This is an optimization exercise on Yosys and OpenROAD, whose aim is small area, a short achievable clock period and few clock cycles, not a production implementation.
Only simulation tests tie the RTL to the original design; equivalence was not proved.

== before ==
Design fft_r2c, start of the top module:
module fft_r2c (
    input  wire        clk,
    input  wire        rst,
    input  wire        start,
    input  wire [2:0]  lg,
    input  wire [9:0]  x_base,
    input  wire [9:0]  y_base,
    output reg         done,
    output reg         mem_req,
    output reg         mem_we,
    output reg  [9:0]  mem_addr,
    output reg  [63:0] mem_wdata,
    input  wire        mem_gnt,
    input  wire [63:0] mem_rdata
);
For scale: about 1200 flip-flops, ~170 I/O pins.
export LEC_CHECK = 0
export CAP_MARGIN = 20
export CORE_MARGIN = 2
export CORE_UTILIZATION = 25
export PLACE_DENSITY = 0.4
export SLEW_MARGIN = 20
export SYNTH_MEMORY_MAX_BITS = 32768
create_clock -name core_clock -period 30.0 [get_ports {clk}]
standard.sh (not shown) runs the stock make flow with config.mk's settings and CLKGATE_MAP_FILE= SYNTH_SCRIPT=/design/flow/synth_recipe.tcl, a recipe that flattens the netlist after the stock synthesis.
==> flow/flow/run.sh <==
#!/bin/bash
set -euo pipefail
export SETUP_SLACK_MARGIN=23
bash standard.sh finish > flow_make.log 2>&1
Testbench counts of before, summed over its fixed seeds: cycles 258,288.
Setup changes, before to after
diff --git a/flow/design.v b/flow/design.v
--- a/flow/design.v
+++ b/flow/design.v
@@ -82,35 +82,37 @@
     wire [52:0] ma = {a_en, a[51:0]};
     wire [52:0] mb = {b_en, b[51:0]};
     wire [10:0] xa = {ea[10:1], ea[0] | ~a_en};
     wire [10:0] xb = {eb[10:1], eb[0] | ~b_en};
     wire [95:0] qab = pfx({85'd0, xa}, {85'd0, ~xb}, 1'b1);
     wire [95:0] qba = pfx({85'd0, xb}, {85'd0, ~xa}, 1'b1);
     wire [10:0] dab = qab[10:0];
     wire [10:0] dba = qba[10:0];
-    wire        e_ge = qab[11];                             
+    wire [95:0] qge  = pfx({85'd0, ea}, {85'd0, ~eb}, 1'b1);
+    wire        e_ge = qge[11];                             
     wire        e_eq = xa == xb;
-    wire [10:0] d    = e_ge ? dab : dba;
-    wire [5:0]  dsh  = (d[10:6] != 0) ? 6'd63 : d[5:0];
+    wire [5:0]  sab  = (dab[10:6] != 0) ? 6'd63 : dab[5:0];
+    wire [5:0]  sba  = (dba[10:6] != 0) ? 6'd63 : dba[5:0];
+    wire [5:0]  dsh  = e_ge ? sab : sba;
     wire [52:0] mx   = e_ge ? ma : mb;
     wire [52:0] my   = e_ge ? mb : ma;
     wire [10:0] x_big = e_ge ? xa : xb;
     reg  [52:0] ra, rb;
     integer     k;
     always @(*)
         for (k = 0; k < 53; k = k + 1) begin
             ra[k] = ma[52 - k];
             rb[k] = mb[52 - k];
         end
     wire [6:0]  tz_a = lzc64({ra, 11'h7FF});
     wire [6:0]  tz_b = lzc64({rb, 11'h7FF});
-    wire [6:0]  tz_y  = e_ge ? tz_b : tz_a;
-    wire        my_nz = e_ge ? (mb != 0) : (ma != 0);
-    wire        stk   = my_nz && ({1'b0, tz_y} + 8'd3 < {2'b00, dsh});
+    wire        stk_b = (mb != 0) && ({1'b0, tz_b} + 8'd3 < {2'b00, sab});
+    wire        stk_a = (ma != 0) && ({1'b0, tz_a} + 8'd3 < {2'b00, sba});
+    wire        stk   = e_ge ? stk_b : stk_a;
     wire [55:0] al    = {my, 3'b000} >> dsh;
     wire [95:0] qf   = pfx({43'd0, ma}, {43'd0, ~mb}, 1'b1);
     wire        f_ge = qf[53];
     wire        swp   = e_eq & ~f_ge;
     wire [52:0] big   = swp ? mb : mx;
     wire [55:0] alf   = swp ? {ma, 3'b000} : {al[55:1], al[0] | stk};
     wire        s_big = swp ? sb : (e_ge ? sa : sb);
     wire        esub  = sa ^ sb;
@@ -4846,17 +4848,17 @@
     reg  [7:0]  hct;          
     wire d0b = d0v && (d0k != K_LB);                   
     wire d1b = d1v && (d1k != K_LB);
     wire d2b = d2v && (d2k != K_LB);
     wire d0l2 = d0v && (d0k == K_LB);
     wire d1l2 = d1v && (d1k == K_LB);
     wire hz0  = d0b && (cp == d0p || cp == d0q || cq == d0p || cq == d0q);
     wire hz1  = d1b && (cp == d1p || cp == d1q || cq == d1p || cq == d1q);
-    wire take = cv && ((ck == K_LB) ? !(d0b || d1b || (lb2 && d0l2 && d0l == R_D && crl == R_N))
+    wire take = cv && ((ck == K_LB) ? !(d0b || (lb2 && d0l2 && d0l == R_D && crl == R_N))
                                     : !(hz0 || hz1));
     wire       bnd = (r == 3'd7);
     wire [2:0] r_n = r + 3'd1;
     wire       n0v = bnd ? take : d0v;
     wire [1:0] n0k = bnd ? ck   : d0k;
     wire [1:0] n0l = bnd ? crl  : d0l;
     wire [7:0] n0p = bnd ? cp   : d0p;
     wire [7:0] n0q = bnd ? cq   : d0q;
### Flow results
Higher share of layout cells above drive strength 1 among before and after: after
[compare] base=before new=after: width of the chip flat; multi-input combinational cell area up about 0.7%; net total in the final layout down 141.
before → after: fmax comparable; finished layout cell area stayed essentially flat; total wire length after detailed routing closely matched the old numbers.
Testbench counts of after, summed over its fixed seeds: cycles 257,760.

== v6 ==
Another version of the RTL of fft_r2c (not shown whole).
For scale: ~170 I/O pins, roughly 120000 µm² of cells after synthesis.
==> module fp64_mul, before the edit <==
module fp64_mul (
    input  wire        clk,
    input  wire        en,
    input  wire        p2,
    input  wire [63:0] a,
    input  wire [13:0] one,
    input  wire [13:0] two,
    input  wire [13:0] neg,
    input  wire [10:0] eb,
    input  wire        sb,
    input  wire        bz,
    output reg  [63:0] y,
    output wire [63:0] yr
);
    localparam [63:0] QNAN = 64'h7FF8_0000_0000_0000;
    function [95:0] pfx;
        input [95:0] a;
        input [95:0] b;
        input        cin;
        reg   [95:0] p0, g, p;
        integer      l, i;
        begin
            p0   = a ^ b;
            g    = a & b;
            g[0] = g[0] | (p0[0] & cin);
            p    = p0;
            for (l = 0; l < 7; l = l + 1)
                for (i = 0; i < 96; i = i + 1)
                    if ((i >> l) & 1) begin
                        g[i] = g[i] | (p[i] & g[((i >> l) << l) - 1]);
                        p[i] = p[i] & p[((i >> l) << l) - 1];
                    end
            pfx = p0 ^ {g[94:0], cin};
        end
    endfunction
    wire [10:0] ea = a[62:52];
    wire [52:0] ma = {ea != 0, a[51:0]};
    reg  [54:0] acc_s, acc_c;
    reg         c28, st28;
    wire [82:0] vs, vc;
    fp64_mul_tree u_tree (
        .a(ma), .one(one), .two(two), .neg(neg), .p2(p2),
        .acc_s_g(acc_s & {55{p2}}), .acc_c_g(acc_c & {55{p2}}),
        .vs(vs), .vc(vc)
    );
    wire [95:0] ql   = pfx({68'd0, vs[27:0]}, {68'd0, vc[27:0]}, 1'b0);
    wire [27:0] lo   = ql[27:0];
    wire        lo_c = ql[28];
    always @(posedge clk)
        if (en) begin
            acc_s <= vs[82:28];
            acc_c <= vc[82:28];
            c28   <= lo_c;
            st28  <= lo != 0;
        end
    wire [95:0] qh  = pfx({75'd0, vs[20:0]}, {75'd0, vc[20:0]}, c28);
    wire a_max  = &ea;
    wire a_fz   = a[51:0] == 0;
    wire a_nan  = a_max & ~a_fz;
    wire a_inf  = a_max & a_fz;
    wire a_zero = (ea == 0) & a_fz;
    wire [10:0] xa = {ea[10:1], ea[0] | (ea == 0)};
    wire signed [12:0] e1 = $signed({2'b00, xa}) + $signed({2'b00, eb}) - 13'sd1022;
    wire [12:0] rs13 = 13'd1 - e1;
    reg  [56:0] r_ms, r_mc;  
    reg         r_c49;     
    reg         r_st;      
    reg  [10:0] r_e;       
    reg         r_ge2, r_le0;
    reg  [5:0]  r_rsh;     
    reg         r_s, r_nan, r_inf, r_zero, r_v;
    always @(posedge clk)
        if (en) begin
            r_ms   <= vs[77:21];
            r_mc   <= vc[77:21];
            r_c49  <= qh[21];
            r_st   <= st28 | (qh[20:0] != 0);
            r_e    <= e1[10:0];
            r_ge2  <= !e1[12] && (e1 >= 13'sd2);
            r_le0  <= e1[12] || (e1 == 13'sd0);
            r_rsh  <= (rs13[12:6] != 0) ? 6'd63 : rs13[5:0];
            r_s    <= a[63] ^ sb;
            r_nan  <= a_nan | (a_inf & bz);
            r_inf  <= a_inf;
            r_zero <= a_zero | bz;
            r_v    <= p2;
        end
    wire [95:0] qm  = pfx({39'd0, r_ms}, {39'd0, r_mc}, r_c49);
    wire [56:0] r_m = qm[56:0];            
    wire        left = !r_m[56] && r_ge2;
    reg  [56:0] vr;
    reg         str;
    integer     k;
    always @(*) begin
        vr  = r_m;
        str = 1'b0;
        for (k = 0; k < 6; k = k + 1)
            if (r_rsh[k]) begin
                str = str | ((vr & ~({57{1'b1}} << (1 << k))) != 0);
                vr  = vr >> (1 << k);
            end
    end
    wire [52:0] mt  = r_le0 ? vr[56:4]  : (left ? r_m[55:3] : r_m[56:4]);
    wire        g   = r_le0 ? vr[3]     : (left ? r_m[2]    : r_m[3]);
    wire        st  = r_st | (r_le0 ? (str | (vr[2:0] != 0)) : (left ? (r_m[1:0] != 0) : (r_m[2:0] != 0)));
    wire [10:0] ex  = r_le0 ? 11'd1 : (left ? r_e - 11'd1 : r_e);
    wire        rnd_up = g & (st | mt[0]);
    wire [95:0] qi    = pfx({43'd0, mt}, 96'd0, 1'b1);
    wire [52:0] inc   = qi[52:0];
    wire        inc_c = qi[53];
    wire        cy = rnd_up & inc_c;
    wire [52:0] mr = rnd_up ? inc : mt;
    reg  [63:0] y2;
    always @(*) begin
        if (r_nan)
            y2 = QNAN;
        else if (r_inf)
            y2 = {r_s, 11'h7FF, 52'd0};
        else if (r_zero)
            y2 = {r_s, 63'd0};
        else if (cy)
            y2 = {r_s, ex + 11'd1, 52'd0};
        else
            y2 = {r_s, mr[52] ? ex : 11'd0, mr[51:0]};
    end
    assign yr = y2;
    always @(posedge clk)
        if (en && r_v) y <= y2;
endmodule
clock: 30.0 ns
lec_check: 0
cap_margin: 20
core_margin: 2
core_utilization: 25
place_density: 0.4
slew_margin: 20
synth_memory_max_bits: 32768
Scripts as last shown in full above: flow/flow/run.sh
Testbench counts of v6, summed over its fixed seeds: cycles 288,816.
What v7 does differently from v6 at the input level:
--- a/flow/design.v
+++ b/flow/design.v
@@ -238,46 +238,42 @@
         if (en) begin
             acc_s <= vs[82:28];
             acc_c <= vc[82:28];
             c28   <= lo_c;
             st28  <= lo != 0;
         end
-    wire [95:0] qh  = pfx({75'd0, vs[20:0]}, {75'd0, vc[20:0]}, c28);
+    wire [95:0] qh  = pfx({18'd0, vs[77:0]}, {18'd0, vc[77:0]}, c28);
+    wire [77:0] hi  = qh[77:0];
     wire a_max  = &ea;
     wire a_fz   = a[51:0] == 0;
     wire a_nan  = a_max & ~a_fz;
     wire a_inf  = a_max & a_fz;
     wire a_zero = (ea == 0) & a_fz;
     wire [10:0] xa = {ea[10:1], ea[0] | (ea == 0)};
     wire signed [12:0] e1 = $signed({2'b00, xa}) + $signed({2'b00, eb}) - 13'sd1022;
     wire [12:0] rs13 = 13'd1 - e1;
-    reg  [56:0] r_ms, r_mc;  
-    reg         r_c49;     
+    reg  [56:0] r_m;       
     reg         r_st;      
     reg  [10:0] r_e;       
     reg         r_ge2, r_le0;
     reg  [5:0]  r_rsh;     
     reg         r_s, r_nan, r_inf, r_zero, r_v;
     always @(posedge clk)
         if (en) begin
-            r_ms   <= vs[77:21];
-            r_mc   <= vc[77:21];
-            r_c49  <= qh[21];
-            r_st   <= st28 | (qh[20:0] != 0);
+            r_m    <= hi[77:21];
+            r_st   <= st28 | (hi[20:0] != 0);
             r_e    <= e1[10:0];
             r_ge2  <= !e1[12] && (e1 >= 13'sd2);
             r_le0  <= e1[12] || (e1 == 13'sd0);
             r_rsh  <= (rs13[12:6] != 0) ? 6'd63 : rs13[5:0];
             r_s    <= a[63] ^ sb;
             r_nan  <= a_nan | (a_inf & bz);
             r_inf  <= a_inf;
             r_zero <= a_zero | bz;
             r_v    <= p2;
         end
-    wire [95:0] qm  = pfx({39'd0, r_ms}, {39'd0, r_mc}, r_c49);
-    wire [56:0] r_m = qm[56:0];            
     wire        left = !r_m[56] && r_ge2;
     reg  [56:0] vr;
     reg         str;
     integer     k;
     always @(*) begin
         vr  = r_m;
Notes after the runs:
- v7 vs v6 on portion of the layout cell area used by non-clock buffers: v7 is the higher one.
- Per the comparison of v7 with v6, average footprint of a synthesized cell has increased; length of the first detailed-routing pass in iterations has decreased; count of clock-buffer cells in the layout grew by 7.
- v7 | stages: all done | timing, DRC, antenna: all pass
- Looking at the reports, v6 completed the entire flow and the layout it produced met the timing, DRC and antenna checks.
Testbench counts of v7, summed over its fixed seeds: cycles 288,816.

## separate check: timing with driven ports
In the flow no input, the clock included, has a driving cell. The finished layouts below were timed again as built, in two steps.
Step 1, drivers: a clkbuf_16 drives clk and a buf_2 each remaining input, both assumed.
Step 2, shift: input delay + t, output delay - t, t = (earliest + latest rising clock arrival at the registers) / 2. This alone moves slack from input paths to output paths.
Slacks: no drivers / after step 1 / after step 2; pairs: no drivers / after step 1.
run	t, ns	slack for setup (ns)	clock arrival spread, ns	pins driven straight from the clock port
before	0.982	22.379 / 22.266 / 22.141	0.078 / 0.077	1
after	0.981	22.373 / 22.259 / 22.111	0.148 / 0.148	1
v6	0.994	22.378 / 22.261 / 22.162	0.145 / 0.145	1
v7	0.949	22.246 / 22.182 / 22.137	0.081 / 0.082	1
After both steps setup and hold are still met in every run listed. For after, which loses most, drivers alone change the setup slack by -0.114 ns; drivers and shift together by -0.262 ns.
